Background: an optimization exercise with open tools, aiming at small area, a short achievable clock period and few clock cycles. Do not read the settings as production practice.
Where RTL was checked, it was by simulation tests only, not by an equivalence proof against the original.
For runs 1 and 5, only the layout was checked, not whether the RTL still works.
Power is estimated from default activity; no workload was simulated.

==> flow/design.v <==
module xbee_fifo #(
    parameter AW = 5                   
) (
    input  wire       clk,
    input  wire       rst,
    input  wire       push,            
    input  wire [7:0] din,
    input  wire       pop,             
    output wire [7:0] dout,
    output wire       empty,
    output wire       full,
    output wire       full_nx          
);
    localparam DEPTH = 1 << AW;
    reg [7:0]  mem [0:DEPTH-1];
    reg [AW:0] wr;
    reg [AW:0] rd;
    reg        ov;
    reg [7:0]  oreg;
    reg        full_r;
    wire          sne   = (wr != rd);
    wire          load  = sne && (!ov || pop);
    wire [AW:0]   wr_n  = wr + {{AW{1'b0}}, push};
    wire [AW:0]   rd_n  = rd + {{AW{1'b0}}, load};
    wire [AW:0]   cnt_n = wr_n - rd_n;
    assign full_nx = cnt_n[AW];
    assign full    = full_r;
    assign empty   = !ov;
    assign dout    = oreg;
    always @(posedge clk) begin
        if (push)
            mem[wr[AW-1:0]] <= din;
        if (load)
            oreg <= mem[rd[AW-1:0]];
    end
    always @(posedge clk) begin
        if (rst) begin
            wr     <= 0;
            rd     <= 0;
            ov     <= 1'b0;
            full_r <= 1'b0;
        end else begin
            wr     <= wr_n;
            rd     <= rd_n;
            ov     <= load || (ov && !pop);
            full_r <= full_nx;
        end
    end
endmodule
module xbee_cmd #(
    parameter REG_CAP = 16
) (
    input  wire                 clk,
    input  wire                 rst,
    input  wire                 cmd_valid,
    input  wire [127:0]         cmd_hdr,
    output wire                 cmd_ready,
    input  wire                 cmd_dvalid,
    input  wire [7:0]           cmd_data,
    output wire                 cmd_dready,
    output wire                 resp_valid,
    output wire [35:0]          resp,
    input  wire                 resp_ready,
    output reg                  tx_push,
    output reg  [7:0]           tx_byte,
    input  wire                 tx_full,
    input  wire                 tx_full_nx,
    output reg  [6:0]           rt_v,
    output reg  [55:0]          rt_hid,
    output wire [7:0]           reg_count,
    output reg                  errh_valid,
    output reg  [7:0]           errh_hid,
    output reg  [7:0]           fid
);
    localparam [3:0] ST_OK = 4'd0, ST_BAD_ADDR = 4'd1, ST_BAD_CMD = 4'd2,
                     ST_TOO_LONG = 4'd3, ST_REG_FULL = 4'd4, ST_BAD_OP = 4'd5;
    localparam [2:0] C_IDLE = 3'd0, C_DRAIN = 3'd1, C_HEAD = 3'd2,
                     C_PAY  = 3'd3, C_CHK   = 3'd4, C_RESP = 3'd5;
    reg [2:0]   state;
    reg         rdy_r;        
    reg         drdy_r;       
    reg         rv_r;         
    reg [63:0]  a64;
    reg [15:0]  w16;          
    reg         a16v;
    reg [7:0]   opt;
    reg [15:0]  remain;       
    reg [4:0]   hidx;         
    reg         is_at;        
    reg [7:0]   afid;         
    reg [15:0]  flen;         
    reg [7:0]   sum;          
    reg [3:0]   r_status;
    reg [4:0]   rcnt;
    wire [3:0]  h_op     = cmd_hdr[3:0];
    wire [3:0]  h_a64len = cmd_hdr[7:4];
    wire [1:0]  h_atlen  = cmd_hdr[10:9];
    wire [7:0]  h_b8     = cmd_hdr[23:16];
    wire [7:0]  h_hid    = cmd_hdr[31:24];
    wire [15:0] h_dlen   = cmd_hdr[47:32];
    assign cmd_ready  = rdy_r;
    assign cmd_dready = drdy_r;
    assign resp_valid = rv_r;
    assign resp       = {sum, flen, afid, r_status};
    assign reg_count = {3'd0, rcnt};
    function [7:0] hbyte;
        input [4:0] n;
        begin
            hbyte = 8'h00;
            if (is_at) begin
                case (n)
                    5'd0: hbyte = 8'h7E;
                    5'd1: hbyte = flen[15:8];
                    5'd2: hbyte = flen[7:0];
                    5'd3: hbyte = 8'h08;
                    5'd4: hbyte = afid;
                    5'd5: hbyte = w16[15:8];
                    5'd6: hbyte = w16[7:0];
                    default: hbyte = 8'h00;
                endcase
            end else begin
                case (n)
                    5'd0:  hbyte = 8'h7E;
                    5'd1:  hbyte = flen[15:8];
                    5'd2:  hbyte = flen[7:0];
                    5'd3:  hbyte = 8'h10;
                    5'd4:  hbyte = 8'h00;
                    5'd5:  hbyte = a64[63:56];
                    5'd6:  hbyte = a64[55:48];
                    5'd7:  hbyte = a64[47:40];
                    5'd8:  hbyte = a64[39:32];
                    5'd9:  hbyte = a64[31:24];
                    5'd10: hbyte = a64[23:16];
                    5'd11: hbyte = a64[15:8];
                    5'd12: hbyte = a64[7:0];
                    5'd13: hbyte = a16v ? w16[15:8] : 8'hFF;
                    5'd14: hbyte = a16v ? w16[7:0]  : 8'hFE;
                    5'd15: hbyte = 8'h00;
                    5'd16: hbyte = opt;
                    default: hbyte = 8'h00;
                endcase
            end
        end
    endfunction
    reg [7:0] head_byte;
    wire head_last = is_at ? (hidx == 5'd6) : (hidx == 5'd16);
    always @* begin
        tx_push = 1'b0;
        tx_byte = 8'h00;
        case (state)
            C_HEAD: begin
                tx_push = !tx_full;
                tx_byte = head_byte;
            end
            C_PAY: begin
                tx_push = cmd_dvalid && !tx_full;
                tx_byte = cmd_data;
            end
            C_CHK: begin
                tx_push = !tx_full;
                tx_byte = ~sum;
            end
            default: ;
        endcase
    end
    reg [2:0]  state_n;
    reg [15:0] remain_n;
    always @* begin
        state_n  = state;
        remain_n = remain;
        case (state)
            C_IDLE: begin
                if (cmd_valid) begin
                    remain_n = h_dlen;
                    state_n  = C_DRAIN;
                    if (h_op == 4'h3 && h_a64len == 4'd8 && h_dlen <= 16'd65521)
                        state_n = C_HEAD;
                    if (h_op == 4'h4 && h_atlen == 2'd2 && h_dlen <= 16'd65531)
                        state_n = C_HEAD;
                end
            end
            C_DRAIN: begin
                if (remain == 16'd0)
                    state_n = C_RESP;
                else if (cmd_dvalid)
                    remain_n = remain - 16'd1;
            end
            C_HEAD: begin
                if (!tx_full && head_last)
                    state_n = (remain == 16'd0) ? C_CHK : C_PAY;
            end
            C_PAY: begin
                if (cmd_dvalid && !tx_full) begin
                    remain_n = remain - 16'd1;
                    if (remain == 16'd1)
                        state_n = C_CHK;
                end
            end
            C_CHK: begin
                if (!tx_full)
                    state_n = C_RESP;
            end
            C_RESP: begin
                if (resp_ready)
                    state_n = C_IDLE;
            end
            default: state_n = C_IDLE;
        endcase
    end
    wire [6:0] key_sel;
    assign key_sel[0] = (h_b8 == 8'h08);
    assign key_sel[1] = (h_b8 == 8'h10);
    assign key_sel[2] = (h_b8 == 8'h88);
    assign key_sel[3] = (h_b8 == 8'h8A);
    assign key_sel[4] = (h_b8 == 8'h8B);
    assign key_sel[5] = (h_b8 == 8'h90);
    assign key_sel[6] = (h_b8 == 8'h91);
    integer k;
    always @(posedge clk) begin
        if (rst) begin
            state      <= C_IDLE;
            rdy_r      <= 1'b1;
            drdy_r     <= 1'b0;
            rv_r       <= 1'b0;
            remain     <= 16'd0;
            rcnt       <= 5'd0;
            rt_v       <= 7'd0;
            errh_valid <= 1'b0;
            errh_hid   <= 8'd0;
            fid        <= 8'h01;
        end else begin
            state  <= state_n;
            remain <= remain_n;
            rdy_r  <= (state_n == C_IDLE);
            rv_r   <= (state_n == C_RESP);
            drdy_r <= ((state_n == C_DRAIN) && (remain_n != 16'd0)) ||
                      ((state_n == C_PAY) && !tx_full_nx);
            if (state == C_IDLE && cmd_valid) begin
                case (h_op)
                    4'h1: if (rcnt != REG_CAP) begin
                        rcnt <= rcnt + 5'd1;
                        rt_v <= rt_v | key_sel;
                    end
                    4'h2: begin
                        errh_valid <= 1'b1;
                        errh_hid   <= h_hid;
                    end
                    4'h4: if (h_atlen == 2'd2 && h_dlen <= 16'd65531)
                        fid <= fid + 8'd1;
                    default: ;
                endcase
            end
        end
    end
    always @(posedge clk) begin
        if (state == C_IDLE && cmd_valid) begin
            a64      <= cmd_hdr[127:64];
            w16      <= cmd_hdr[63:48];
            a16v     <= cmd_hdr[8];
            opt      <= h_b8;
            hidx     <= 5'd0;
            head_byte <= 8'h7E;
            sum      <= 8'd0;
            afid     <= 8'd0;
            flen     <= 16'd0;
            is_at    <= (h_op == 4'h4);
            r_status <= ST_OK;
            case (h_op)
                4'h1: if (rcnt == REG_CAP) r_status <= ST_REG_FULL;
                4'h2: ;
                4'h3: begin
                    if (h_a64len != 4'd8)
                        r_status <= ST_BAD_ADDR;
                    else if (h_dlen > 16'd65521)
                        r_status <= ST_TOO_LONG;
                    else
                        flen <= h_dlen + 16'd14;
                end
                4'h4: begin
                    if (h_atlen != 2'd2)
                        r_status <= ST_BAD_CMD;
                    else if (h_dlen > 16'd65531)
                        r_status <= ST_TOO_LONG;
                    else begin
                        afid <= fid;
                        flen <= h_dlen + 16'd4;
                    end
                end
                default: r_status <= ST_BAD_OP;
            endcase
        end else if (state == C_HEAD) begin
            if (!tx_full) begin
                if (hidx >= 5'd3)
                    sum <= sum + head_byte;
                hidx <= hidx + 5'd1;
                head_byte <= hbyte(hidx + 5'd1);
            end
        end else if (state == C_PAY) begin
            if (cmd_dvalid && !tx_full)
                sum <= sum + cmd_data;
        end else if (state == C_CHK) begin
            if (!tx_full)
                sum <= ~sum;
        end
    end
    always @(posedge clk) begin
        for (k = 0; k < 7; k = k + 1)
            if (state == C_IDLE && cmd_valid && h_op == 4'h1 && rcnt != REG_CAP &&
                key_sel[k] && !rt_v[k])
                rt_hid[8*k +: 8] <= h_hid;
    end
endmodule
module xbee_rx #(
    parameter REG_CAP = 16
) (
    input  wire                 clk,
    input  wire                 rst,
    input  wire                 run,
    input  wire                 rx_valid,
    input  wire [7:0]           rx_data,
    output wire                 rx_ready,
    input  wire [6:0]           rt_v,
    input  wire [55:0]          rt_hid,
    input  wire                 errh_valid,
    input  wire [7:0]           errh_hid,
    output wire                 evt_valid,
    output wire [209:0]         evt_hdr,
    input  wire                 evt_ready,
    output wire                 evt_dvalid,
    output wire [7:0]           evt_data,
    input  wire                 evt_dready
);
    localparam [1:0] K_HANDLER = 2'd0, K_NOHANDLER = 2'd1,
                     K_ERRH    = 2'd2, K_ERRDROP   = 2'd3;
    localparam [2:0] E_NONE = 3'd0, E_SHORT = 3'd3, E_CHECKSUM = 3'd4,
                     E_UNSUPPORTED = 3'd5;
    function supported;
        input [7:0] t;
        begin
            case (t)
                8'h08, 8'h10, 8'h88, 8'h8A, 8'h8B, 8'h90, 8'h91: supported = 1'b1;
                default: supported = 1'b0;
            endcase
        end
    endfunction
    function [4:0] min_len;
        input [7:0] t;
        begin
            case (t)
                8'h08:   min_len = 5'd4;
                8'h10:   min_len = 5'd14;
                8'h88:   min_len = 5'd5;
                8'h8A:   min_len = 5'd2;
                8'h8B:   min_len = 5'd7;
                8'h90:   min_len = 5'd12;
                8'h91:   min_len = 5'd18;
                default: min_len = 5'd0;
            endcase
        end
    endfunction
    function has_payload;
        input [7:0] t;
        begin
            has_payload = (t != 8'h8A) && (t != 8'h8B);
        end
    endfunction
    reg [7:0] mem [0:63];
    reg [6:0] wp;
    reg [6:0] ra;
    reg       rdy;
    assign rx_ready = run && rdy;
    wire push = rx_valid && rx_ready;
    wire [7:0] b = rx_data;
    reg       sv;
    reg [7:0] sd;
    reg [5:0] swp;
    always @(posedge clk) begin
        sv  <= push;
        sd  <= b;
        swp <= wp[5:0];
        if (sv)
            mem[swp] <= sd;
    end
    wire [7:0] rdata = mem[ra[5:0]];
    localparam [2:0] P_SEEK = 3'd0, P_LHI = 3'd1, P_LLO = 3'd2, P_TYPE = 3'd3,
                     P_BODY = 3'd4, P_CHK = 3'd5, P_STALL = 3'd6;
    reg [2:0] ps;
    reg [6:0] psync;      
    reg       lhi_nz;     
    reg [5:0] plen;       
    reg [7:0] ptype;
    reg [7:0] psum;
    reg [5:0] pcnt;       
    reg [1:0] pbad;       
    reg [4:0] pmin;
    reg [2:0] pend8;      
    wire [4:0] t_min   = min_len(b);
    wire       t_sup   = supported(b);
    wire [1:0] t_bad   = !t_sup ? 2'd3 : ({1'b0, plen} < {1'b0, t_min}) ? 2'd1 : 2'd0;
    wire       fin_type = (ps == P_TYPE) && (plen == 6'd0);
    wire       fin_chk  = (ps == P_CHK);
    wire       fin      = push && (fin_type || fin_chk);
    reg [1:0]  n_err;     
    reg [7:0]  n_type;
    reg [7:0]  n_ea;
    reg [7:0]  n_eb;
    reg [5:0]  n_dlen;
    always @* begin
        n_type = fin_type ? b : ptype;
        n_ea   = 8'd0;
        n_eb   = 8'd0;
        n_dlen = 6'd0;
        if (fin_type) begin
            n_err = t_sup ? 2'd1 : 2'd3;
            n_eb  = t_sup ? {3'd0, t_min} : 8'd0;
        end else if (pbad != 2'd0) begin
            n_err = pbad;
            if (pbad == 2'd1) begin
                n_ea = {2'd0, plen};
                n_eb = {3'd0, pmin};
            end
        end else if (b != ~psum) begin
            n_err = 2'd2;
            n_ea  = ~psum;
            n_eb  = b;
        end else begin
            n_err  = 2'd0;
            n_dlen = has_payload(ptype) ? (plen - {1'b0, pmin}) : 6'd0;
        end
    end
    reg [6:0] q_p    [0:1];
    reg [1:0] q_err  [0:1];
    reg [7:0] q_type [0:1];
    reg [7:0] q_ea   [0:1];
    reg [7:0] q_eb   [0:1];
    reg [5:0] q_dlen [0:1];
    reg       q_rd;
    reg       q_wr;
    reg [1:0] q_cnt;
    wire       q_ne    = (q_cnt != 2'd0);
    wire       q_ready = q_ne && !(q_cnt == 2'd1 && pend8 != 3'd0);
    wire [6:0] h_p    = q_p[q_rd];
    wire [1:0] h_err  = q_err[q_rd];
    wire [7:0] h_type = q_type[q_rd];
    wire [7:0] h_ea   = q_ea[q_rd];
    wire [7:0] h_eb   = q_eb[q_rd];
    wire [6:0] tsel;
    assign tsel[0] = (h_type == 8'h08);
    assign tsel[1] = (h_type == 8'h10);
    assign tsel[2] = (h_type == 8'h88);
    assign tsel[3] = (h_type == 8'h8A);
    assign tsel[4] = (h_type == 8'h8B);
    assign tsel[5] = (h_type == 8'h90);
    assign tsel[6] = (h_type == 8'h91);
    reg         hit;
    reg [7:0]   hit_hid;
    integer     i;
    always @* begin
        hit = 1'b0;
        hit_hid = 8'd0;
        for (i = 0; i < 7; i = i + 1) begin
            hit     = hit | (tsel[i] & rt_v[i]);
            hit_hid = hit_hid | ({8{tsel[i]}} & rt_hid[8*i +: 8]);
        end
    end
    wire [1:0] h_kind = (h_err == 2'd0) ? (hit ? K_HANDLER : K_NOHANDLER)
                                        : (errh_valid ? K_ERRH : K_ERRDROP);
    wire [7:0] h_hid  = (h_err == 2'd0) ? (hit ? hit_hid : 8'd0)
                                        : (errh_valid ? errh_hid : 8'd0);
    wire [5:0] h_dlen = q_dlen[q_rd];
    wire [4:0] h_nfix = (h_err == 2'd0) ? (min_len(h_type) - 5'd1) : 5'd0;
    reg         es_load, es_hdr, es_data;    
    reg [5:0]   dcnt;                         
    reg [7:0]   dreg;
    reg [1:0]   o_kind;
    reg [7:0]   o_hid;
    reg [7:0]   o_type;
    reg [2:0]   o_err;
    reg [7:0]   o_ea;
    reg [7:0]   o_eb;
    reg [4:0]   o_nfix;
    reg [5:0]   o_dlen;
    reg [7:0]   fixb [0:16];
    reg [4:0]   fj;                           
    wire es_idle  = !es_load && !es_hdr && !es_data;
    wire hdr_take = es_hdr && evt_ready;
    wire dat_take = es_data && evt_dready;
    wire ev_end   = (hdr_take && (o_dlen == 6'd0)) || (dat_take && (dcnt == 6'd1));
    wire pop      = (es_idle || ev_end) && q_ready && run;
    wire [6:0] wp_n  = wp + {6'd0, push};
    wire [6:0] cnt_n = wp_n - ra;
    reg  [2:0] ps_n;
    reg  [5:0] plen_n;
    reg  [5:0] pcnt_n;
    always @* begin
        ps_n   = ps;
        plen_n = plen;
        pcnt_n = pcnt;
        if (push) begin
            case (ps)
                P_SEEK: if (b == 8'h7E) ps_n = P_LHI;
                P_LHI:  ps_n = P_LLO;
                P_LLO: begin
                    if (lhi_nz || b > 8'd60) begin
                        ps_n = P_STALL;
                    end else begin
                        plen_n = b[5:0];
                        ps_n   = P_TYPE;
                    end
                end
                P_TYPE: begin
                    pcnt_n = plen - 6'd1;
                    if (plen == 6'd0)      ps_n = P_SEEK;
                    else if (plen == 6'd1) ps_n = P_CHK;
                    else                   ps_n = P_BODY;
                end
                P_BODY: begin
                    pcnt_n = pcnt - 6'd1;
                    if (pcnt == 6'd1) ps_n = P_CHK;
                end
                P_CHK: ps_n = P_SEEK;
                default: ps_n = ps;
            endcase
        end
    end
    wire [1:0] q_cnt_n = q_cnt + {1'b0, fin} - {1'b0, pop};
    wire       last_n  = (ps_n == P_CHK) || (ps_n == P_TYPE && plen_n == 6'd0);
    integer j;
    always @(posedge clk) begin
        if (rst) begin
            wp     <= 7'd0;
            ra     <= 7'd0;
            rdy    <= 1'b1;
            ps     <= P_SEEK;
            psync  <= 7'd0;
            lhi_nz <= 1'b0;
            plen   <= 6'd0;
            pcnt   <= 6'd0;
            pend8  <= 3'd0;
            q_rd   <= 1'b0;
            q_wr   <= 1'b0;
            q_cnt  <= 2'd0;
            es_load <= 1'b0;
            es_hdr  <= 1'b0;
            es_data <= 1'b0;
        end else begin
            wp    <= wp_n;
            rdy   <= (cnt_n[6] == 1'b0) && !(last_n && q_cnt_n == 2'd2);
            ps    <= ps_n;
            plen  <= plen_n;
            pcnt  <= pcnt_n;
            q_cnt <= q_cnt_n;
            if (push) begin
                if (pend8 != 3'd0)
                    pend8 <= pend8 - 3'd1;
                case (ps)
                    P_SEEK: if (b != 8'h7E) psync <= wp + 7'd1;
                    P_LHI:  lhi_nz <= (b != 8'd0);
                    default: ;
                endcase
                if (fin) begin
                    psync <= wp + 7'd1;
                    pend8 <= (plen[5:2] == 4'd0) ? (3'd4 - {1'b0, plen[1:0]}) : 3'd0;
                end
            end
            if (fin) q_wr <= ~q_wr;
            if (pop) q_rd <= ~q_rd;
            if (pop) begin
                ra      <= h_p + 7'd4;
                es_load <= (h_nfix != 5'd0);
                es_hdr  <= (h_nfix == 5'd0);
                es_data <= 1'b0;
            end else if (es_idle) begin
                ra <= q_ne ? h_p : psync;
            end else if (es_load) begin
                ra <= ra + 7'd1;
                if (fj + 5'd1 == o_nfix) begin
                    es_load <= 1'b0;
                    es_hdr  <= 1'b1;
                end
            end else if (es_hdr) begin
                if (evt_ready) begin
                    es_hdr <= 1'b0;
                    if (o_dlen != 6'd0) begin
                        ra      <= ra + 7'd1;
                        es_data <= 1'b1;
                    end
                end
            end else if (es_data) begin
                if (evt_dready) begin
                    if (dcnt == 6'd1)
                        es_data <= 1'b0;
                    else
                        ra <= ra + 7'd1;
                end
            end
        end
    end
    always @(posedge clk) begin
        if (push && ps == P_TYPE) begin
            ptype <= b;
            psum  <= b;
            pbad  <= t_bad;
            pmin  <= t_min;
        end else if (push && ps == P_BODY) begin
            psum  <= psum + b;
        end
    end
    always @(posedge clk) begin
        if (fin) begin
            q_p[q_wr]    <= psync;
            q_err[q_wr]  <= n_err;
            q_type[q_wr] <= n_type;
            q_ea[q_wr]   <= n_ea;
            q_eb[q_wr]   <= n_eb;
            q_dlen[q_wr] <= n_dlen;
        end
    end
    wire [7:0] fix_d = rdata & {8{!(rst || pop)}};
    always @(posedge clk) begin
        if (pop) begin
            o_kind <= h_kind;
            o_hid  <= h_hid;
            o_type <= h_type;
            o_err  <= (h_err == 2'd0) ? E_NONE : (h_err == 2'd1) ? E_SHORT :
                      (h_err == 2'd2) ? E_CHECKSUM : E_UNSUPPORTED;
            o_ea   <= h_ea;
            o_eb   <= h_eb;
            o_nfix <= h_nfix;
            o_dlen <= h_dlen;
            fj     <= 5'd0;
            dcnt   <= h_dlen;
        end else begin
            if (es_load) begin
                fj <= fj + 5'd1;
            end
            if (dat_take)
                dcnt <= dcnt - 6'd1;
        end
        if (es_hdr || dat_take)
            dreg <= rdata;
        for (j = 0; j < 17; j = j + 1)
            if (rst || pop || (es_load && fj == j))
                fixb[j] <= fix_d;
    end
    wire [135:0] fixed_bits;
    genvar g;
    generate
        for (g = 0; g < 17; g = g + 1) begin : g_fixed
            assign fixed_bits[135 - 8*g -: 8] = fixb[g];
        end
    endgenerate
    assign evt_valid  = es_hdr;
    assign evt_hdr    = {fixed_bits, 10'd0, o_dlen, o_nfix, 8'd0, o_eb, 8'd0, o_ea,
                         o_err, o_type, o_hid, o_kind};
    assign evt_dvalid = es_data;
    assign evt_data   = dreg;
endmodule
module xbee_core (
    input  wire         clk,
    input  wire         rst,
    input  wire         transport_ok,
    input  wire         ctl_valid,
    input  wire [1:0]   ctl_op,
    input  wire         rx_valid,
    input  wire [7:0]   rx_data,
    output wire         rx_ready,
    output wire         tx_valid,
    output wire [7:0]   tx_data,
    input  wire         tx_ready,
    input  wire         cmd_valid,
    input  wire [127:0] cmd_hdr,
    output wire         cmd_ready,
    input  wire         cmd_dvalid,
    input  wire [7:0]   cmd_data,
    output wire         cmd_dready,
    output wire         resp_valid,
    output wire [35:0]  resp,
    input  wire         resp_ready,
    output wire         evt_valid,
    output wire [209:0] evt_hdr,
    input  wire         evt_ready,
    output wire         evt_dvalid,
    output wire [7:0]   evt_data,
    input  wire         evt_dready,
    output wire [31:0]  status
);
    localparam REG_CAP = 16;
    reg run;
    always @(posedge clk) begin
        if (rst)
            run <= 1'b0;
        else if (ctl_valid && ctl_op == 2'd1 && transport_ok)
            run <= 1'b1;
        else if (ctl_valid && ctl_op == 2'd2)
            run <= 1'b0;
    end
    wire [6:0]           rt_v;
    wire [55:0]          rt_hid;
    wire [7:0]           reg_count;
    wire                 errh_valid;
    wire [7:0]           errh_hid;
    wire [7:0]           fid;
    wire                 tx_push;
    wire [7:0]           tx_byte;
    wire                 txq_full;
    wire                 txq_full_nx;
    wire                 txq_empty;
    xbee_cmd #(.REG_CAP(REG_CAP)) u_cmd (
        .clk        (clk),
        .rst        (rst),
        .cmd_valid  (cmd_valid),
        .cmd_hdr    (cmd_hdr),
        .cmd_ready  (cmd_ready),
        .cmd_dvalid (cmd_dvalid),
        .cmd_data   (cmd_data),
        .cmd_dready (cmd_dready),
        .resp_valid (resp_valid),
        .resp       (resp),
        .resp_ready (resp_ready),
        .tx_push    (tx_push),
        .tx_byte    (tx_byte),
        .tx_full    (txq_full),
        .tx_full_nx (txq_full_nx),
        .rt_v       (rt_v),
        .rt_hid     (rt_hid),
        .reg_count  (reg_count),
        .errh_valid (errh_valid),
        .errh_hid   (errh_hid),
        .fid        (fid)
    );
    xbee_fifo #(.AW(5)) u_txq (
        .clk     (clk),
        .rst     (rst),
        .push    (tx_push),
        .din     (tx_byte),
        .pop     (tx_valid && tx_ready),
        .dout    (tx_data),
        .empty   (txq_empty),
        .full    (txq_full),
        .full_nx (txq_full_nx)
    );
    assign tx_valid = run && !txq_empty;
    xbee_rx #(.REG_CAP(REG_CAP)) u_rx (
        .clk        (clk),
        .rst        (rst),
        .run        (run),
        .rx_valid   (rx_valid),
        .rx_data    (rx_data),
        .rx_ready   (rx_ready),
        .rt_v       (rt_v),
        .rt_hid     (rt_hid),
        .errh_valid (errh_valid),
        .errh_hid   (errh_hid),
        .evt_valid  (evt_valid),
        .evt_hdr    (evt_hdr),
        .evt_ready  (evt_ready),
        .evt_dvalid (evt_dvalid),
        .evt_data   (evt_data),
        .evt_dready (evt_dready)
    );
    assign status = {errh_hid, reg_count, fid, 5'd0, errh_valid, transport_ok, run};
endmodule
==> flow/flow/run.sh <==
#!/bin/bash
# The standard layout (standard.sh), with plain buf_1 cells as the
# input and output port buffers instead of the flow's default pick.
set -euo pipefail
export BUFFER_PORTS_ARGS="-buffer_cell sky130_fd_sc_hd__buf_1"
bash standard.sh > standard_make.log 2>&1
==> flow/standard.sh <==
#!/bin/bash
# synth_recipe.tcl (not shown) runs the flow's synth.tcl, then flattens the netlist and writes it again
# the make line also repeats each setting of config.mk as NAME=value (left out here)
make -C /OpenROAD-flow-scripts/flow DESIGN_CONFIG=/design/flow/config.mk WORK_HOME=/design/flow/orfs CLKGATE_MAP_FILE= SYNTH_SCRIPT=/design/flow/synth_recipe.tcl "${@:-finish}"
==> flow/config.mk <==
export PLATFORM = sky130hd
export DESIGN_NAME = xbee_core
export DESIGN_NICKNAME = xbee_core
export VERILOG_FILES = /design/flow/design.v
export SDC_FILE = /design/flow/constraint.sdc
export NUM_CORES = 4
export LEC_CHECK = 0
export CAP_MARGIN = 20
export CORE_MARGIN = 2
export CORE_UTILIZATION = 45
export CTS_BUF_LIST = sky130_fd_sc_hd__clkbuf_16
export CTS_CLUSTER_DIAMETER = 80
export CTS_CLUSTER_SIZE = 22
export PLACE_DENSITY = 0.65
export SETUP_SLACK_MARGIN = 4.5
export SLEW_MARGIN = 20
==> flow/constraint.sdc <==
create_clock -name core_clock -period 8.0 [get_ports {clk}]
set_input_delay 1.6000 -clock core_clock [delete_from_list [all_inputs] [get_ports {clk}]]
set_output_delay 1.6000 -clock core_clock [all_outputs]
set_load 0.01 [all_outputs]
==> flow_summary.toml, run 1 <==
[run_status]
status = "finished clean"

[drt]
ant_nets = 0
wirelength_um = 149000
num_vias = 33700
wl_per_cell_um = 25.6
drc = 0
viasPerCell = 5.79
drtIter0Drc = 3955
dr.pass1.iters = 9

[cts]
cts_max_level = 3
cts_root_buf = "clkbuf_16"
clock_latency_ns = 0.69
numClockSinks = 1410
cts-buffers-inserted = 77
tritoncts = "yes"
clkTransAtPathRegs_ns = 0.09
cts.path.max_buffers = 3

[placement]
gp_congestion = 0.913
dp.final_hpwl_um = 99400
dpl_cell_area_sq_mm = 0.0615
pre_cts_slack_ns = 2.99
port_buffers = 417

[timing]
rsz0062_at_grt = "true"
fin_crit_ns = 3.54
worst_pin_slew_ns = 1.04
fmax_ghz = 0.282
slew_headroom_pct = 29.9
period_share_pct = 44.3
finalSetupViolations = 0
tns_ns = 0
hold_viol = 0
fin_skew_ns = 0.0326
maxSlewViolCount = 0
fin_ws_ns = 4.46

[worst_setup_path]
end_kind = "flip-flop"
critPathRequiredTime_ns = 8.55
r2r_slack_ns = 4.52
r2r-end = "u_cmd.drdy_r"
crit_arrival_ns = 4.10
critPathMaxFanout = 37
critical_path_class = "input pin to flip-flop"
crit_path_start_kind = "input pin"
r2r_start = "u_cmd.hidx[4]"
worst_r2r_path_depth = 7

[finish]
finalInstanceArea_sq_mm = 0.0643
drive_above_1_share_pct = 12.7
fin_util_pct = 50.4
nNetsFinal = 4342
fillerInstances = 10600
syn2layout_area_growth_pct = 11.0

[global_route]
grt_use_total_pct = 22.1
grt-ovfl-total = 0
grt_pass1_vias = 32100
antenna_found_initial = 19
grt_max_degree = 83
grt_pass1_wl_um = 216000

[yosys]
ys_types = 83
syn_area_sq_mm = 0.0579
synth_ff_type = "edfxtp_1"
ys_warn_count = 5
synth_edf_count = 1248
yosysSeqAreaShare_pct = 70.3
synth_top_area_share_pct = 64.7
synth.area.top_cells = "edfxtp_1 65%, mux4_2 7.8%, dfxtp_1 5.6%, nor2_1 2.3%, mux2i_1 1.8%"
yosys.area.top_type = "edfxtp_1"
synth.avg_cell_area_sq_um = 15.6
postSynth.asyncResetShare_pct = 0
ys_ff_latch = 1410
syn_inst = 3709

[die]
die_area_sq_mm = 0.132
design.core.area_sq_mm = 0.128
fp.dieH_um = 363
fp.dieW_um = 363
rows = 131
initial_core_util_pct = 45.4
ios = 458

[min_path]
min-delay-start = "u_rx.wp[4]"
holdPathEnd = "u_rx.swp[4]"
hold_path_depth = 0
hold_class = "flip-flop to flip-flop"

[power]
leakage_nw = 20.4
cellPowerDensity_mw_per_mm2 = 208
finalPower_mw = 13.4
max-vdd-ir-drop_mv = 0.138

[run]
drv_cap = 0
[metrics by stage]
| stage | hold WS, ns | instances |
|---|---|---|
| 2_1_floorplan | 0.329 | 3743 |
| 6_report | 0.429 | 5814 |
| 4_1_cts | 0.433 | 5807 |
| 3_3_place_gp | 0.426 | 5668 |
| 5_1_grt | 0.438 | 5812 |
| 3_5_place_dp | 0.415 | 5668 |
[cell families after synthesis]
logic type / after synthesis / share of synthesized area [%]
DFF: 1410 / 70.3
and+or+nand+nor: 890 / 7.22
muxes: 344 / 10.3
adders and majority gates: 84 / 1.87
buffers and inverters: 305 / 2.23
xor gates and xnor gates: 96 / 1.45
AOI/OAI and AO/OA: 579 / 6.60
other: 1 / 0.00647
[routing by layer]
metal  part of all wire, %  up-vias  GRT usage (%)  wire length (um)
met4                   3.2       28           7.14              4840
met1                    40    17100           29.3             60200
li1                      -    15000              -                 -
met3                   8.3      249           5.10             12400
met5                  0.12        -              0               184
met2                    48     1290           36.2             71300
[sequential cells by signal, indices dropped and copies added (netlist names), 12 cells and up, named ones only]
| signal | count |
|---|---|
| u_rx.fixb | 136 |
| u_rx.q_dlen | 12 |
| u_txq.mem | 256 |
| u_cmd.a64 | 64 |
| u_rx.q_p | 14 |
| u_rx.q_type | 16 |
| u_cmd.remain | 16 |
| u_cmd.flen | 16 |
| u_rx.mem | 512 |
| u_rx.q_eb | 16 |
| u_rx.q_ea | 16 |
| u_cmd.rt_hid | 56 |
| u_cmd.w16 | 16 |
[cell usage after synthesis, types with 24 or more instances]
cell type	n
buf_4	38
nand2b_1	24
a221oi_1	25
a21oi_1	143
and2_1	32
xor2_1	41
ha_1	80
nor3_1	57
dfxtp_1	162
clkbuf_1	136
nor2b_1	36
nor2_1	348
a22oi_1	33
mux2_2	40
buf_1	43
mux2i_1	104
a22o_1	33
mux4_2	200
inv_1	81
nand3_1	55
o21ai_0	137
o221ai_1	29
xnor2_1	55
edfxtp_1	1248
nand2_1	205
[worst max-delay path: stages]
cell and delay [ns]:
buf_1 0.24, nand2_4 0.16, inv_16 0.19, o32ai_1 0.10, buf_4 0.19, a221o_1 0.31
or3_1 0.35, or4_1 0.59, nor4_4 0.19, a41oi_1 0.14
[repair_timing]
item	in CTS	in global routing
cloned	3	0
gates resized for setup	39	25
buffers inserted	9	4
endpoints found under the setup margin	235	160
hold buffers	0	0
pin swaps	1	3
[where the power goes]
part | internal [mW] | switching [mW] | total, mW | leakage, nW
clock | 1.85 | 2.37 | 4.22 | 1.24
combinational | 0.343 | 0.600 | 0.943 | 6.22
sequential | 8.13 | 0.109 | 8.24 | 12.9
[placed cells by master, fill, tap and decap left out, types with 14 or more instances in the layout]
cell type,synthesis,final
mux4_2,200,200
inv_1,81,111
a21o_1,17,17
nand3b_1,15,15
a31oi_1,21,20
clkbuf_16,0,80
nor2b_1,36,35
buf_4,38,69
xnor2_1,55,55
a22o_1,33,33
a211oi_1,22,21
nand2_1,205,202
nor2_1,348,341
nand4_1,22,22
edfxtp_1,1248,1248
nor3_1,57,52
conb_1,1,35
o22ai_1,21,20
mux2_2,40,40
o21ai_0,137,124
dfxtp_1,162,144
xor2_1,41,41
and2_1,32,29
buf_1,43,412
o221ai_1,29,27
a221oi_1,25,25
a21oi_1,143,138
nand2b_1,24,23
mux2i_1,104,102
nand3_1,55,55
a22oi_1,33,33
ha_1,80,73
or3_1,15,14
[cell type report]
type | count | area, sq um | share of cell area [%]
Sequential cell | 1410 | 40800 | 63.4
Timing Repair Buffer | 501 | 2410 | 3.74
Tap cell | 1662 | 2080 | 3.23
Timing Repair inverter | 1 | 8.76 | 0.0136
Clock inverter | 47 | 278 | 0.432
Clock buffer | 80 | 2000 | 3.11
Multi-Input combinational cell | 2028 | 16400 | 25.6
Antenna cell | 3 | 7.51 | 0.0117
Inverter | 82 | 334 | 0.520
[how the worst max path moves through the flow]
stage / startpoint / to / slack [ns] / cells after the start
global route: cmd_valid / u_cmd.drdy_r / 4.32 / 10
floorplan: cmd_dvalid / u_cmd.drdy_r / 4.28 / 13
global placement: cmd_valid / u_cmd.rt_hid[52] / 3.03 / 8
finish: cmd_valid / u_cmd.drdy_r / 4.46 / 10
CTS: cmd_hdr[35] / u_cmd.drdy_r / 4.49 / 10
detailed placement: cmd_valid / u_cmd.rt_hid[52] / 2.99 / 8
==> run 2, diff against run 1 <==
--- a/flow/design.v
+++ b/flow/design.v
@@ -470,6 +470,8 @@
     wire [5:0] h_dlen = q_dlen[q_rd];
     wire [4:0] h_nfix = (h_err == 2'd0) ? (min_len(h_type) - 5'd1) : 5'd0;
     reg         es_load, es_hdr, es_data;    
+    reg         es_wait;                      
+    reg         att;                          
     reg [5:0]   dcnt;                         
     reg [7:0]   dreg;
     reg [1:0]   o_kind;
@@ -482,11 +484,17 @@
     reg [5:0]   o_dlen;
     reg [7:0]   fixb [0:16];
     reg [4:0]   fj;                           
-    wire es_idle  = !es_load && !es_hdr && !es_data;
+    wire es_idle  = !es_load && !es_hdr && !es_data && !es_wait;
     wire hdr_take = es_hdr && evt_ready;
     wire dat_take = es_data && evt_dready;
     wire ev_end   = (hdr_take && (o_dlen == 6'd0)) || (dat_take && (dcnt == 6'd1));
     wire pop      = (es_idle || ev_end) && q_ready && run;
+    wire attach   = es_idle && !q_ne && run && (ps == P_BODY) && (pbad == 2'd0);
+    wire avail    = (ra != wp) && !(sv && (ra + 7'd1 == wp));
+    wire ld_step  = es_load && (!att || avail);
+    wire pop_att  = es_wait && q_ready;
+    wire pop_any  = pop || pop_att;
+    wire fix_clr  = rst || pop || attach || (pop_att && (h_err != 2'd0));
     wire [6:0] wp_n  = wp + {6'd0, push};
     wire [6:0] cnt_n = wp_n - ra;
     reg  [2:0] ps_n;
@@ -523,7 +531,7 @@
             endcase
         end
     end
-    wire [1:0] q_cnt_n = q_cnt + {1'b0, fin} - {1'b0, pop};
+    wire [1:0] q_cnt_n = q_cnt + {1'b0, fin} - {1'b0, pop_any};
     wire       last_n  = (ps_n == P_CHK) || (ps_n == P_TYPE && plen_n == 6'd0);
     integer j;
     always @(posedge clk) begin
@@ -543,6 +551,8 @@
             es_load <= 1'b0;
             es_hdr  <= 1'b0;
             es_data <= 1'b0;
+            es_wait <= 1'b0;
+            att     <= 1'b0;
         end else begin
             wp    <= wp_n;
             rdy   <= (cnt_n[6] == 1'b0) && !(last_n && q_cnt_n == 2'd2);
@@ -564,19 +574,32 @@
                 end
             end
             if (fin) q_wr <= ~q_wr;
-            if (pop) q_rd <= ~q_rd;
+            if (pop_any) q_rd <= ~q_rd;
             if (pop) begin
                 ra      <= h_p + 7'd4;
                 es_load <= (h_nfix != 5'd0);
                 es_hdr  <= (h_nfix == 5'd0);
                 es_data <= 1'b0;
+            end else if (attach) begin
+                ra      <= psync + 7'd4;
+                att     <= 1'b1;
+                es_load <= 1'b1;
             end else if (es_idle) begin
                 ra <= q_ne ? h_p : psync;
             end else if (es_load) begin
-                ra <= ra + 7'd1;
-                if (fj + 5'd1 == o_nfix) begin
-                    es_load <= 1'b0;
+                if (ld_step) begin
+                    ra <= ra + 7'd1;
+                    if (fj + 5'd1 == o_nfix) begin
+                        es_load <= 1'b0;
+                        es_hdr  <= !att;
+                        es_wait <= att;
+                    end
+                end
+            end else if (es_wait) begin
+                if (pop_att) begin
+                    es_wait <= 1'b0;
                     es_hdr  <= 1'b1;
+                    att     <= 1'b0;
                 end
             end else if (es_hdr) begin
                 if (evt_ready) begin
@@ -616,9 +639,12 @@
             q_dlen[q_wr] <= n_dlen;
         end
     end
-    wire [7:0] fix_d = rdata & {8{!(rst || pop)}};
+    wire [7:0] fix_d = rdata & {8{!fix_clr}};
     always @(posedge clk) begin
-        if (pop) begin
+        if (attach) begin
+            o_nfix <= pmin - 5'd1;
+            fj     <= 5'd0;
+        end else if (pop || pop_att) begin
             o_kind <= h_kind;
             o_hid  <= h_hid;
             o_type <= h_type;
@@ -628,10 +654,11 @@
             o_eb   <= h_eb;
             o_nfix <= h_nfix;
             o_dlen <= h_dlen;
-            fj     <= 5'd0;
+            if (pop)
+                fj <= 5'd0;
             dcnt   <= h_dlen;
         end else begin
-            if (es_load) begin
+            if (ld_step) begin
                 fj <= fj + 5'd1;
             end
             if (dat_take)
@@ -640,7 +667,7 @@
         if (es_hdr || dat_take)
             dreg <= rdata;
         for (j = 0; j < 17; j = j + 1)
-            if (rst || pop || (es_load && fj == j))
+            if (fix_clr || (ld_step && fj == j))
                 fixb[j] <= fix_d;
     end
     wire [135:0] fixed_bits;
==> run 2 against run 1 <==
Compared with the run above:
- largest cell class unchanged
- setup slack better by 0.068 ns
- final cell count grew 0.62%
- total power increased by 14%
- sequential share of layout area shrank 0.76 points
==> flow_summary.toml, run 2 <==
[timing]
hold_viol = 0
maxSlewViolCount = 0
worst_pin_slew_ns = 1.06
slew_headroom_pct = 28.7
fin_crit_ns = 3.48
rsz0062_at_grt = "true"
tns_ns = 0
finalSetupViolations = 0
period_share_pct = 43.4
fin_skew_ns = 0.0379
fmax_ghz = 0.288

[yosys]
ys_types = 98
ys_warn_count = 5
synthMostInstantiatedCell = "edfxtp_1"
synth_ff_type = "edfxtp_1"
netlist_top_cells_count = "1248 x edfxtp_1, 331 x nor2_1, 248 x mux4_2"
synth_top_area_share_pct = 64.0
synth_edf_count = 1248
syn_area_sq_mm = 0.0586
syn_inst = 3647
ys_ff_latch = 1412
yosys.area.top_type = "edfxtp_1"
synth.area.top_cells = "edfxtp_1 64%, mux4_2 9.5%, dfxtp_1 5.6%, nor2_1 2.1%, ha_1 1.7%"
yosysSeqAreaShare_pct = 69.6
synth.avg_cell_area_sq_um = 16.1
postSynth.asyncResetShare_pct = 0

[finish]
post_layout_nonfiller_instances = 5850
top_register = "u_rx.mem"
layout_common_cells = "1248 x edfxtp_1, 404 x buf_1, 313 x nor2_1"
fillerInstances = 10800
final_common_cell = "edfxtp_1"
drive_above_1_share_pct = 15.4
syn2layout_area_growth_pct = 11.2
regArea_sq_mm = 0.0408
multi_input_area_sq_mm = 0.0171
largest_reg_flops = 512
reg_top3 = "u_rx.mem: 512 flops, u_txq.mem: 256 flops, u_rx.fixb: 136 flops"
nNetsFinal = 4287

[drt]
wirelength_um = 151000
viasPerCell = 5.78
ant_nets = 0
top_layer = "met5"
wl_met2_um = 72600
wl_per_cell_um = 25.9
met3_length_um = 12500
drt-met1-wl_um = 61900
drtIter0Drc = 3643
drc = 0
dr.pass1.iters = 6
num_vias = 33800

[min_path]
hold_class = "flip-flop to flip-flop"
min-delay-start = "u_rx.pcnt[4]"
hold_path_depth = 2
holdPathEnd = "u_rx.pcnt[4]"

[die]
design.core.area_sq_mm = 0.129
fp.dieH_um = 365
fp.dieW_um = 365
initial_core_util_pct = 45.3
rows = 132
die_area_sq_mm = 0.133
ios = 458

[cts]
cts.path.max_buffers = 3
cts_root_buf = "clkbuf_16"
tritoncts = "yes"
cts-buffers-inserted = 79
clock_latency_ns = 0.71
cts_max_level = 3
hold_buffers = 0
clkTransAtPathRegs_ns = 0.09
numClockSinks = 1412

[worst_setup_path]
crit_path_start_kind = "input pin"
critPathMaxFanout = 10
end_kind = "flip-flop"
r2r-end = "u_rx.fixb[0][3]"
worst_r2r_path_depth = 5
critical_path_class = "input pin to flip-flop"
crit_arrival_ns = 4.08
critPathRequiredTime_ns = 8.61
r2r_slack_ns = 4.56

[placement]
gp_congestion = 0.926
port_buffers = 417
numPlacedInstances = 5693
dp.final_hpwl_um = 103000

[global_route]
grt_pass1_wl_um = 219000
antenna_found_initial = 10
grt_pass1_vias = 32500
grt-ovfl-total = 0
grt_max_degree = 78
grt_use_total_pct = 22.3

[run_status]
status = "finished clean"

[power]
cellPowerDensity_mw_per_mm2 = 234
max-vdd-ir-drop_mv = 0.179
finalPower_mw = 15.3
leakage_nw = 20.7

[run]
drv_cap = 0
run 2: how the worst max path moves through the flow:
stage / from / endpoint / slack, ns / cells past startpoint
finish: cmd_dvalid / u_cmd.drdy_r / 4.52 / 9
global route: u_cmd.remain[1] / u_cmd.drdy_r / 4.32 / 10
CTS: flip-flop / u_rx.fixb[15][1] / 4.49 / 8
detailed placement: cmd_valid / u_cmd.rt_hid[14] / 2.57 / 7
global placement: cmd_valid / u_cmd.rt_hid[14] / 2.57 / 7
floorplan: cmd_hdr[40] / u_cmd.drdy_r / 4.37 / 10
run 2: final cells by class:
| type | instances | area share [%] |
|---|---|---|
| Sequential cell | 1412 | 62.6 |
| Multi-Input combinational cell | 1977 | 26.3 |
| Timing Repair Buffer | 488 | 3.45 |
| Tap cell | 1742 | 3.35 |
| Clock buffer | 80 | 3.07 |
| Clock inverter | 59 | 0.655 |
| Inverter | 87 | 0.523 |
| Antenna cell | 5 | 0.0192 |
run 2: through the flow:
step	instance area, sq um	setup WS, ns	util [%]	hold WS [ns]
after floorplan	58900	4.37	-	0.329
after global placement	62200	2.57	48.1	0.461
after detailed placement	62200	2.57	48.1	0.466
after CTS	64900	4.49	50.2	0.479
after global routing	65100	4.32	50.4	0.506
final	65100	4.52	50.4	0.487
run 2: logic make-up (layout without fill, tap and decap cells):
| family | count (synthesis) | in the layout | synth area share, % |
|---|---|---|---|
| buffers and inverters | 292 | 714 | 2.18 |
| XOR/XNOR | 111 | 111 | 1.66 |
| adder cells (fa/ha/maj) | 85 | 85 | 1.87 |
| other | 1 | 40 | 0.00640 |
| AO/OA/AOI/OAI | 492 | 492 | 5.72 |
| flip-flops | 1412 | 1412 | 69.6 |
| multiplexers | 353 | 353 | 11.5 |
| AND/OR/NAND/NOR | 901 | 901 | 7.52 |
run 2: where the power goes:
group          leakage, nW  switching, mW  internal [mW]
Clock                 1.31           2.40           1.94
Combinational         6.51           1.37          0.926
Sequential            12.8          0.219           8.41
run 2: timing repair:
item	CTS	global route
gates cloned	1	0
pin swaps	1	5
buffers inserted	4	8
resized for setup	50	42
setup endpoints to repair	790	508
run 2: worst max-delay path, cell delays in order:
cell	delay [ns]
buf_2	0.25
nand4b_1	0.23
nor2_1	0.32
a31o_1	0.29
a21oi_1	0.17
a2111oi_4	0.33
nand4_1	0.12
or4_1	0.54
o211a_1	0.23
run 2: routing by layer:
metal  track usage [%]  vias up
met5                 0        -
met3              4.52      213
met1              30.5    17300
met4              6.37        6
met2              36.2     1296
li1                  -    15000
Testbench counts of run 2, summed over its fixed seeds: cycles 21,071.
==> run 3, diff against run 2 <==
--- a/flow/design.v
+++ b/flow/design.v
@@ -215,6 +215,21 @@
     assign key_sel[4] = (h_b8 == 8'h8B);
     assign key_sel[5] = (h_b8 == 8'h90);
     assign key_sel[6] = (h_b8 == 8'h91);
+    wire rem_nz  = (remain != 16'd0);
+    wire rem_gt1 = (remain[15:1] != 15'd0);
+    wire enc_ok  = (h_op == 4'h3 && h_a64len == 4'd8 && h_dlen <= 16'd65521) ||
+                   (h_op == 4'h4 && h_atlen == 2'd2 && h_dlen <= 16'd65531);
+    reg  drdy_n;
+    always @* begin
+        drdy_n = 1'b0;
+        case (state)
+            C_IDLE:  drdy_n = cmd_valid && !enc_ok && (h_dlen != 16'd0);
+            C_DRAIN: drdy_n = rem_nz && (cmd_dvalid ? rem_gt1 : 1'b1);
+            C_HEAD:  drdy_n = !tx_full && head_last && rem_nz && !tx_full_nx;
+            C_PAY:   drdy_n = !(cmd_dvalid && !tx_full && !rem_gt1) && !tx_full_nx;
+            default: drdy_n = 1'b0;
+        endcase
+    end
     integer k;
     always @(posedge clk) begin
         if (rst) begin
@@ -233,8 +248,7 @@
             remain <= remain_n;
             rdy_r  <= (state_n == C_IDLE);
             rv_r   <= (state_n == C_RESP);
-            drdy_r <= ((state_n == C_DRAIN) && (remain_n != 16'd0)) ||
-                      ((state_n == C_PAY) && !tx_full_nx);
+            drdy_r <= drdy_n;
             if (state == C_IDLE && cmd_valid) begin
                 case (h_op)
                     4'h1: if (rcnt != REG_CAP) begin
--- a/flow/config.mk
+++ b/flow/config.mk
@@ -7,10 +7,10 @@
 export LEC_CHECK = 0
 export CAP_MARGIN = 20
 export CORE_MARGIN = 2
-export CORE_UTILIZATION = 45
+export CORE_UTILIZATION = 55
 export CTS_BUF_LIST = sky130_fd_sc_hd__clkbuf_16
 export CTS_CLUSTER_DIAMETER = 80
 export CTS_CLUSTER_SIZE = 22
-export PLACE_DENSITY = 0.65
-export SETUP_SLACK_MARGIN = 4.5
+export PLACE_DENSITY = 0.72
+export SETUP_SLACK_MARGIN = 4.6
 export SLEW_MARGIN = 20
==> run 3 against run 2 <==
Compared with the run above:
- critical path depth rose by 6
- combinational power down 56%
- still clean
- count of clock-buffer cells in the layout down 2
- critical endpoint unchanged
- setup slack gained 0.032 ns
==> flow_summary.toml, run 3 <==
[worst_setup_path]
cp_slowest_cell = "ha_1"
crit_buf_inv = 2
cpLargestDelayFamily = "compound AO/OA/AOI/OAI gates"
max_stage_delay_ns = 0.26
path_cells = "buf_2, inv_8, a21oi_2, a21oi_2, nor2_4, ha_2, ha_4, xor2_1, ha_1, a21o_1, a21o_1, a21oi_2, xnor2_1, nand2_1, a211oi_1"
critical_path_class = "input pin to flip-flop"
end_kind = "flip-flop"
critPathRequiredTime_ns = 8.58
cpMostUsedCell = "a21oi_2"
crit_arrival_ns = 4.03
critPathMaxFanout = 6
crit_path_start_kind = "input pin"

[drt]
wl_per_cell_um = 25.8
num_vias = 33800
met3_length_um = 11100
dr.pass1.iters = 8
drc = 0
viasPerCell = 6.20
wirelength_um = 141000
top_layer = "met4"
ant_nets = 0
drt-met1-wl_um = 57200
drtIter0Drc = 4098
wl_met2_um = 68900

[cts]
clkTransAtPathRegs_ns = 0.09
cts.path.max_buffers = 3
cts_root_buf = "clkbuf_16"
cts_max_level = 3
cts-buffers-inserted = 77
tritoncts = "yes"
clock_latency_ns = 0.70
numClockSinks = 1412

[timing]
fin_skew_ns = 0.0348
holdWs_ns = 0.425
rsz0062_at_grt = "true"
period_share_pct = 43.1
fin_ws_ns = 4.56
maxSlewViolCount = 0
finalSetupViolations = 0
tns_ns = 0
fmax_ghz = 0.290
worst_pin_slew_ns = 1.10
slew_headroom_pct = 26.8
fin_crit_ns = 3.44
hold_viol = 0

[finish]
top_register = "u_rx.mem"
drive_above_1_share_pct = 14.8
layout_common_cells = "1248 x edfxtp_1, 406 x buf_1, 294 x nor2_1"
fin_util_pct = 61.3
syn2layout_area_growth_pct = 10.4
finalInstanceArea_sq_mm = 0.0645
nNetsFinal = 4244
fillerInstances = 7613
post_layout_nonfiller_instances = 5449
final_common_cell = "edfxtp_1"
regArea_sq_mm = 0.0408
reg_top3 = "u_rx.mem: 512 flops, u_txq.mem: 256 flops, u_rx.fixb: 136 flops"
multi_input_area_sq_mm = 0.0169
largest_reg_flops = 512

[die]
rows = 119
initial_core_util_pct = 55.5
fp.dieW_um = 330
die_area_sq_mm = 0.109
fp.dieH_um = 330
ios = 458
design.core.area_sq_mm = 0.105

[global_route]
grt_use_total_pct = 25.5
antenna_found_initial = 7
grt_max_degree = 72
grt_pass1_vias = 32000
grt_pass1_wl_um = 207000
grt-ovfl-total = 0

[yosys]
syn_area_sq_mm = 0.0584
synth.avg_cell_area_sq_um = 16.2
synth_ff_type = "edfxtp_1"
ys_types = 89
yosysSeqAreaShare_pct = 69.8
ys_ff_latch = 1412
synth.area.top_cells = "edfxtp_1 64%, mux4_2 9.6%, dfxtp_1 5.6%, nor2_1 2.0%, ha_1 1.7%"
netlist_top_cells_count = "1248 x edfxtp_1, 305 x nor2_1, 248 x mux4_2"
ys_warn_count = 5
syn_inst = 3611
synth_top_area_share_pct = 64.2
synth_edf_count = 1248
postSynth.asyncResetShare_pct = 0
yosys.area.top_type = "edfxtp_1"
synthMostInstantiatedCell = "edfxtp_1"

[placement]
dp.final_hpwl_um = 91800
gp_congestion = 0.962
port_buffers = 417
numPlacedInstances = 5290
dpl_cell_area_sq_mm = 0.0615
pre_cts_slack_ns = 3.28

[power]
finalPower_mw = 13.5
cellPowerDensity_mw_per_mm2 = 209
max-vdd-ir-drop_mv = 0.187
leakage_nw = 20.6

[run]
drv_cap = 0

[min_path]
hold_class = "flip-flop to flip-flop"

[run_status]
status = "finished clean"
run 3: report_power, final:
group	leakage, nW	switching, mW	internal (mW)
combinational	6.48	0.608	0.391
clock	1.23	2.36	1.85
sequential	12.9	0.123	8.15
run 3: layout make-up:
cell class	instances	area share, %
flip-flops and latches	1412	63.2
multi-input cells	1931	26.3
repair buffers	492	3.69
clock buffers	78	3.03
well taps	1391	2.70
inverters	88	0.535
clock inverters	50	0.533
diodes	7	0.0272
run 3: cell families (layout without fill, tap and decap cells):
logic type               count (synthesis)  in the layout  share of synthesized area, %
flip-flops                            1412           1412                          69.8
adder cells (fa/ha/maj)                 85             85                          1.87
other                                    1             42                       0.00642
multiplexers                           357            357                          11.5
buffers and inverters                  302            708                          2.29
XOR/XNOR                               117            117                          1.75
AND/OR/NAND/NOR                        832            832                          6.87
AO/OA/AOI/OAI                          505            505                          5.89
run 3: final timing paths:
| path | depth (start not counted) | startpoint | endpoint | slack [ns] |
|---|---|---|---|---|
| setup reg to reg | 15 | u_txq.rd[1] | u_cmd.drdy_r | 4.61 |
| hold reg to reg | 0 | u_rx.wp[5] | u_rx.swp[5] | 0.42 |
| hold / removal | 0 | u_rx.wp[5] | u_rx.swp[5] | 0.42 |
| setup / recovery | 15 | cmd_dvalid | u_cmd.drdy_r | 4.56 |
run 3: metal layers:
metal,vias to the layer above,global-route usage (%)
met1,17100,36.6
met3,230,4.25
met2,1589,41.3
met4,0,6.35
li1,14800,-
met5,-,0
run 3: repair_timing:
item | 4_1_cts | 5_1_grt
pin swaps | 2 | 4
buffers inserted | 14 | 9
gates resized for setup | 38 | 47
cloned | 1 | 0
hold endpoints to repair | 0 | 0
hold buffers | 0 | 0
setup endpoints to repair | 413 | 278
Testbench counts of run 3, summed over its fixed seeds: cycles 21,071.
==> run 4, diff against run 3 <==
--- a/flow/config.mk
+++ b/flow/config.mk
@@ -7,10 +7,10 @@
 export LEC_CHECK = 0
 export CAP_MARGIN = 20
 export CORE_MARGIN = 2
-export CORE_UTILIZATION = 55
+export CORE_UTILIZATION = 45
 export CTS_BUF_LIST = sky130_fd_sc_hd__clkbuf_16
 export CTS_CLUSTER_DIAMETER = 80
 export CTS_CLUSTER_SIZE = 22
-export PLACE_DENSITY = 0.72
+export PLACE_DENSITY = 0.65
 export SETUP_SLACK_MARGIN = 4.6
 export SLEW_MARGIN = 20
==> run 4 against run 3 <==
Compared with the run above:
- still clean on timing, DRC and antenna
- via count is 1.3% lower
- utilization decreased by 11 points
- sequential share of layout area shrank 0.50 points
- register-to-register slack gained 0.05 ns
- wire length grew 2.7%
- critical path type is now input pin to output pin
==> flow_summary.toml, run 4 <==
[run_status]
status = "finished clean"

[drt]
ant_nets = 0
num_vias = 33300
drc = 0
dr.pass1.iters = 7
wl_per_cell_um = 24.9
viasPerCell = 5.74
wirelength_um = 144000
drtIter0Drc = 3974

[yosys]
synth.avg_cell_area_sq_um = 16.2
yosys.area.top_type = "edfxtp_1"
ys_warn_count = 5
synthMostInstantiatedCell = "edfxtp_1"
syn_area_sq_mm = 0.0584
synth_ff_type = "edfxtp_1"
ys_types = 89
synth.area.top_cells = "edfxtp_1 64%, mux4_2 9.6%, dfxtp_1 5.6%, nor2_1 2.0%, ha_1 1.7%"
synth_edf_count = 1248
yosysSeqAreaShare_pct = 69.8
ys_ff_latch = 1412
syn_inst = 3611
synth_top_area_share_pct = 64.2
netlist_top_cells_count = "1248 x edfxtp_1, 305 x nor2_1, 248 x mux4_2"
postSynth.asyncResetShare_pct = 0

[die]
initial_core_util_pct = 45.2
design.core.area_sq_mm = 0.129
die_area_sq_mm = 0.133
rows = 132
fp.dieH_um = 364
fp.dieW_um = 364
ios = 458

[timing]
fin_crit_ns = 3.44
period_share_pct = 42.9
holdWs_ns = 0.444
rsz0062_at_grt = "true"
worst_pin_slew_ns = 1.07
fmax_ghz = 0.291
finalSetupViolations = 0
fin_skew_ns = 0.0344
tns_ns = 0
maxSlewViolCount = 0
hold_viol = 0
slew_headroom_pct = 28.8

[finish]
layout_common_cells = "1248 x edfxtp_1, 405 x buf_1, 294 x nor2_1"
fillerInstances = 10700
top_register = "u_rx.mem"
largest_reg_flops = 512
nNetsFinal = 4243
drive_above_1_share_pct = 14.9
final_common_cell = "edfxtp_1"
reg_top3 = "u_rx.mem: 512 flops, u_txq.mem: 256 flops, u_rx.fixb: 136 flops"
syn2layout_area_growth_pct = 11.3

[global_route]
antenna_found_initial = 7
grt_pass1_vias = 32200
grt_pass1_wl_um = 211000
grt_max_degree = 88
grt-ovfl-total = 0
grt_use_total_pct = 21.2

[worst_setup_path]
startpoint = "transport_ok"
cp_slowest_cell = "buf_8"
crit_buf_inv = 2
crit_path_start_kind = "input pin"
path_cells = "buf_12, buf_8"
critPathMaxFanout = 2
max_stage_delay_ns = 0.12
end_kind = "output pin"
crit_arrival_ns = 1.84
critical_path_class = "input pin to output pin"
cpLargestDelayFamily = "buffers and inverters"
critPathRequiredTime_ns = 6.40

[cts]
cts_max_level = 3
numClockSinks = 1412
hold_buffers = 0
cts_root_buf = "clkbuf_16"
tritoncts = "yes"
clkTransAtPathRegs_ns = 0.08
cts.path.max_buffers = 3
clock_latency_ns = 0.71
cts-buffers-inserted = 81

[power]
max-vdd-ir-drop_mv = 0.206
leakage_nw = 20.6
cellPowerDensity_mw_per_mm2 = 210

[run]
drv_cap = 0

[min_path]
min-delay-start = "u_rx.wp[5]"
hold_class = "flip-flop to flip-flop"

[placement]
port_buffers = 417
dp.final_hpwl_um = 95100
gp_congestion = 0.906
-- run 4: cell count changes in the layout (fill, tap and decap cells not counted), moves of 3 or more --
cell	before	now
buf_12	12	7
inv_1	112	109
inv_8	1	4
clkbuf_16	78	83
buf_4	58	55
buf_8	0	3
-- run 4: per-layer routing --
metal | track usage [%] | up-vias | wire, um
met5 | 0 | - | 21
met3 | 4.15 | 197 | 9830
li1 | - | 14900 | -
met4 | 5.59 | 4 | 3470
met2 | 34.2 | 1227 | 70100
met1 | 29.7 | 17000 | 61000
-- run 4: final timing paths --
kind | endpoint | slack [ns] | cells after the start
setup / recovery | status[1] | 4.56 | 2
hold / removal | u_rx.swp[5] | 0.44 | 0
setup reg to reg | u_rx.es_hdr | 4.66 | 10
hold reg to reg | u_rx.swp[5] | 0.44 | 0
-- run 4: layout make-up --
| cell class | count | area (sq um) | share of cell area, % |
|---|---|---|---|
| antenna | 9 | 22.5 | 0.0346 |
| clock inverter | 57 | 423 | 0.650 |
| clock buffer | 82 | 2050 | 3.16 |
| multi-input combinational | 1931 | 16900 | 26.0 |
| inverter | 88 | 349 | 0.537 |
| tap | 1742 | 2180 | 3.35 |
| sequential | 1412 | 40800 | 62.7 |
| timing repair buffer | 487 | 2300 | 3.53 |
-- run 4: where the power goes --
part	total (mW)	leakage, nW	switching [mW]	internal, mW
Sequential	8.25	12.9	0.104	8.15
Clock	4.41	1.31	2.45	1.96
Combinational	1.00	6.43	0.620	0.383
Total	13.7	20.6	3.17	10.5
-- run 4: logic make-up (layout without fill, tap and decap cells) --
logic type / Yosys count / in the layout / share of synthesized area [%]
AO/OA/AOI/OAI: 505 / 505 / 5.89
XOR/XNOR: 117 / 117 / 1.75
adder cells (fa/ha/maj): 85 / 85 / 1.87
buffers and inverters: 302 / 714 / 2.29
flip-flops: 1412 / 1412 / 69.8
multiplexers: 357 / 357 / 11.5
other: 1 / 44 / 0.00642
AND/OR/NAND/NOR: 832 / 832 / 6.87
-- run 4: worst reg2reg max path, delay by kind of cell, from the launching register on --
kind / cells / cell delay, ns
xor gates and xnor gates: 1 / 0.34
and+or+nand+nor: 2 / 0.85
buffers and inverters: 2 / 0.40
adders and majority gates: 1 / 0.24
DFF: 1 / 0.33
AOI/OAI and AO/OA: 4 / 1.09
-- run 4: stage by stage --
stage	power (mW)	area [sq um]	setup slack, ns	std cells	util (%)
2_1_floorplan	9.04	58700	4.34	3645	-
3_3_place_gp	9.39	62000	3.00	5647	48.0
3_5_place_dp	9.40	62000	3.21	5647	48.0
4_1_cts	13.8	64800	4.55	5795	50.2
5_1_grt	14.1	65000	4.47	5802	50.3
6_report	13.7	65000	4.56	5808	50.3
-- run 4: what timing repair did --
| item | 4_1_cts | 5_1_grt |
|---|---|---|
| gates resized for setup | 44 | 43 |
| endpoints found under the setup margin | 480 | 279 |
| setup buffers | 9 | 3 |
| cloned | 0 | 1 |
| pin swaps | 3 | 3 |
==> run 5, diff against run 4 <==
--- a/flow/design.v
+++ b/flow/design.v
@@ -27,11 +27,19 @@
     assign full    = full_r;
     assign empty   = !ov;
     assign dout    = oreg;
+    wire [DEPTH-1:0] rsel = {{(DEPTH-1){1'b0}}, 1'b1} << rd[AW-1:0];
+    reg  [7:0]       rdata;
+    integer ri;
+    always @* begin
+        rdata = 8'd0;
+        for (ri = 0; ri < DEPTH; ri = ri + 1)
+            rdata = rdata | (mem[ri] & {8{rsel[ri]}});
+    end
     always @(posedge clk) begin
         if (push)
             mem[wr[AW-1:0]] <= din;
         if (load)
-            oreg <= mem[rd[AW-1:0]];
+            oreg <= rdata;
     end
     always @(posedge clk) begin
         if (rst) begin
@@ -395,7 +403,14 @@
         if (sv)
             mem[swp] <= sd;
     end
-    wire [7:0] rdata = mem[ra[5:0]];
+    wire [63:0] rsel = 64'd1 << ra[5:0];
+    reg  [7:0]  rdata;
+    integer ri;
+    always @* begin
+        rdata = 8'd0;
+        for (ri = 0; ri < 64; ri = ri + 1)
+            rdata = rdata | (mem[ri] & {8{rsel[ri]}});
+    end
     localparam [2:0] P_SEEK = 3'd0, P_LHI = 3'd1, P_LLO = 3'd2, P_TYPE = 3'd3,
                      P_BODY = 3'd4, P_CHK = 3'd5, P_STALL = 3'd6;
     reg [2:0] ps;
==> run 5 against run 4 <==
Compared with the run above:
- first-iteration DRC count grew 33%
- setup slack got worse by 0.032 ns
- via count is 18% higher
- combinational power up 79%
- synthesized area fell by 1.2%
- synthesized cell count up 16%
==> flow_summary.toml, run 5 <==
[timing]
finalSetupViolations = 0
tns_ns = 0
rsz0062_at_grt = "true"
slew_headroom_pct = 16.8
hold_viol = 0
fin_crit_ns = 3.47
period_share_pct = 43.3
fmax_ghz = 0.288
worst_pin_slew_ns = 1.24
maxSlewViolCount = 0
fin_skew_ns = 0.0642

[run_status]
status = "finished clean"

[worst_setup_path]
startpoint = "u_rx.ra[3]"
cpLargestDelayFamily = "simple AND/OR/NAND/NOR gates"
crit_path_start_kind = "flip-flop"
max_stage_delay_ns = 0.58
cp_slowest_cell = "or4_1"
cp.depth = 9
r2r_slack_ns = 4.53
critPathRequiredTime_ns = 8.42
r2r_start = "u_rx.ra[3]"
critical_path_class = "flip-flop to flip-flop"
path_cells = "buf_12, nand2b_2, nor2_1, buf_4, a32oi_2, nand4_1, or4_1, or3_4, and2_2"
end_kind = "flip-flop"
worst_r2r_path_depth = 9
r2r-end = "u_rx.fixb[11][3]"
crit_arrival_ns = 3.89
critPathMaxFanout = 40
crit_buf_inv = 2
endpoint = "u_rx.fixb[11][3]"

[finish]
nNetsFinal = 4886
post_layout_nonfiller_instances = 6362
multi_input_area_sq_mm = 0.0168
top_register = "u_rx.mem"
largest_reg_flops = 512
fillerInstances = 10800
regArea_sq_mm = 0.0407
syn2layout_area_growth_pct = 12.3
drive_above_1_share_pct = 10.5
reg_top3 = "u_rx.mem: 512 flops, u_txq.mem: 256 flops, u_rx.fixb: 136 flops"
layout_common_cells = "1248 x edfxtp_1, 406 x buf_1, 373 x nor2_1"
final_common_cell = "edfxtp_1"

[die]
fp.dieW_um = 362
die_area_sq_mm = 0.131
ios = 458
design.core.area_sq_mm = 0.127
fp.dieH_um = 362
rows = 131
initial_core_util_pct = 45.3

[drt]
wirelength_um = 181000
dr.pass1.iters = 6
drc = 0
viasPerCell = 6.19
ant_nets = 0
drtIter0Drc = 5291
wl_per_cell_um = 28.4
num_vias = 39400

[yosys]
yosys.area.top_type = "edfxtp_1"
syn_area_sq_mm = 0.0577
synth.avg_cell_area_sq_um = 13.8
synth_ff_type = "edfxtp_1"
ys_warn_count = 5
ys_types = 81
syn_inst = 4188
yosysSeqAreaShare_pct = 70.4
synthMostInstantiatedCell = "edfxtp_1"
synth_edf_count = 1248
ys_ff_latch = 1406
postSynth.asyncResetShare_pct = 0
synth_top_area_share_pct = 64.9
netlist_top_cells_count = "1248 x edfxtp_1, 418 x nor2_1, 297 x nand2_1"
synth.area.top_cells = "edfxtp_1 65%, dfxtp_1 5.5%, a22oi_1 3.7%, nor2_1 2.7%, nand2_1 1.9%"

[global_route]
grt_pass1_wl_um = 255000
grt_use_total_pct = 26.6
antenna_found_initial = 10
grt-ovfl-total = 0
grt_max_degree = 74
grt_pass1_vias = 36700

[placement]
port_buffers = 417
numPlacedInstances = 6202
gp_congestion = 0.956
dp.final_hpwl_um = 124000

[power]
leakage_nw = 21.3
max-vdd-ir-drop_mv = 0.136
cellPowerDensity_mw_per_mm2 = 227

[cts]
clkTransAtPathRegs_ns = 0.09
cts_max_level = 3
tritoncts = "yes"
cts_root_buf = "clkbuf_16"
cts.path.max_buffers = 3
cts-buffers-inserted = 79
clock_latency_ns = 0.72
numClockSinks = 1406

[min_path]
hold_class = "flip-flop to flip-flop"

[run]
drv_cap = 0
-- run 5: kinds of logic (layout without fill, tap and decap cells) --
kind of cell	after synthesis	count (layout)	synth area share [%]
DFF	1406	1406	70.4
and+or+nand+nor	1247	1248	10.2
AOI/OAI and AO/OA	930	930	11.3
buffers and inverters	283	753	2.13
xor gates and xnor gates	120	120	1.82
muxes	112	112	2.11
adders and majority gates	89	89	1.98
other	1	42	0.00650
-- run 5: layout make-up --
type	instances	share of cell area [%]
Sequential cell	1406	62.8
Inverter	83	0.500
Tap cell	1662	3.21
Clock inverter	53	0.583
Antenna cell	7	0.0270
Timing Repair Buffer	536	3.95
Clock buffer	81	3.13
Multi-Input combinational cell	2534	25.9
-- run 5: timing repair --
item | in CTS | in global routing
gates resized for setup | 98 | 73
hold buffers | 0 | 0
setup buffers | 8 | 7
cloned | 0 | 1
endpoints found under the setup margin | 340 | 316
pin swaps | 9 | 11
-- run 5: worst min path at each step --
stage | startpoint | to | slack, ns | cells after the start
after detailed placement | u_rx.wp[5] | u_rx.swp[5] | 0.46 | 0
after global routing | u_rx.wp[0] | u_rx.swp[0] | 0.49 | 0
after CTS | u_rx.wp[0] | u_rx.swp[0] | 0.48 | 0
after global placement | u_cmd.errh_valid | u_cmd.errh_valid | 0.46 | 2
final | u_rx.wp[5] | u_rx.swp[5] | 0.47 | 0
after floorplan | u_rx.wp[2] | u_rx.swp[2] | 0.33 | 0
-- run 5: metrics by stage --
| stage | power (mW) | setup slack (ns) | cell area (sq um) | util [%] | hold WS (ns) |
|---|---|---|---|---|---|
| floorplan | 9.61 | 4.24 | 58000 | - | 0.326 |
| global placement | 10.3 | 3.34 | 61600 | 48.4 | 0.460 |
| detailed placement | 10.4 | 3.31 | 61600 | 48.4 | 0.465 |
| CTS | 14.7 | 4.47 | 64400 | 50.6 | 0.481 |
| global route | 15.1 | 4.51 | 64800 | 50.9 | 0.491 |
| finish | 14.7 | 4.53 | 64800 | 50.9 | 0.467 |
-- run 5: per-layer routing --
metal | part of all wire, % | GRT usage (%)
met2 | 48 | 43.7
met5 | 0.024 | 0
met3 | 10 | 5.07
met4 | 4.0 | 10.1
met1 | 38 | 35.0
-- run 5: where the power goes --
part / switching, mW / internal (mW) / total (mW)
Sequential: 0.161 / 8.37 / 8.53
Clock: 2.48 / 1.90 / 4.38
Combinational: 1.25 / 0.537 / 1.79
Total: 3.89 / 10.8 / 14.7

Setup slack of run 5, layout unchanged: 4.533 ns with ideal ports, 4.533 ns with driving cells assumed (clock clkbuf_16, inputs buf_2), 3.786 ns with port delays also shifted by the 0.760 ns mid clock arrival.
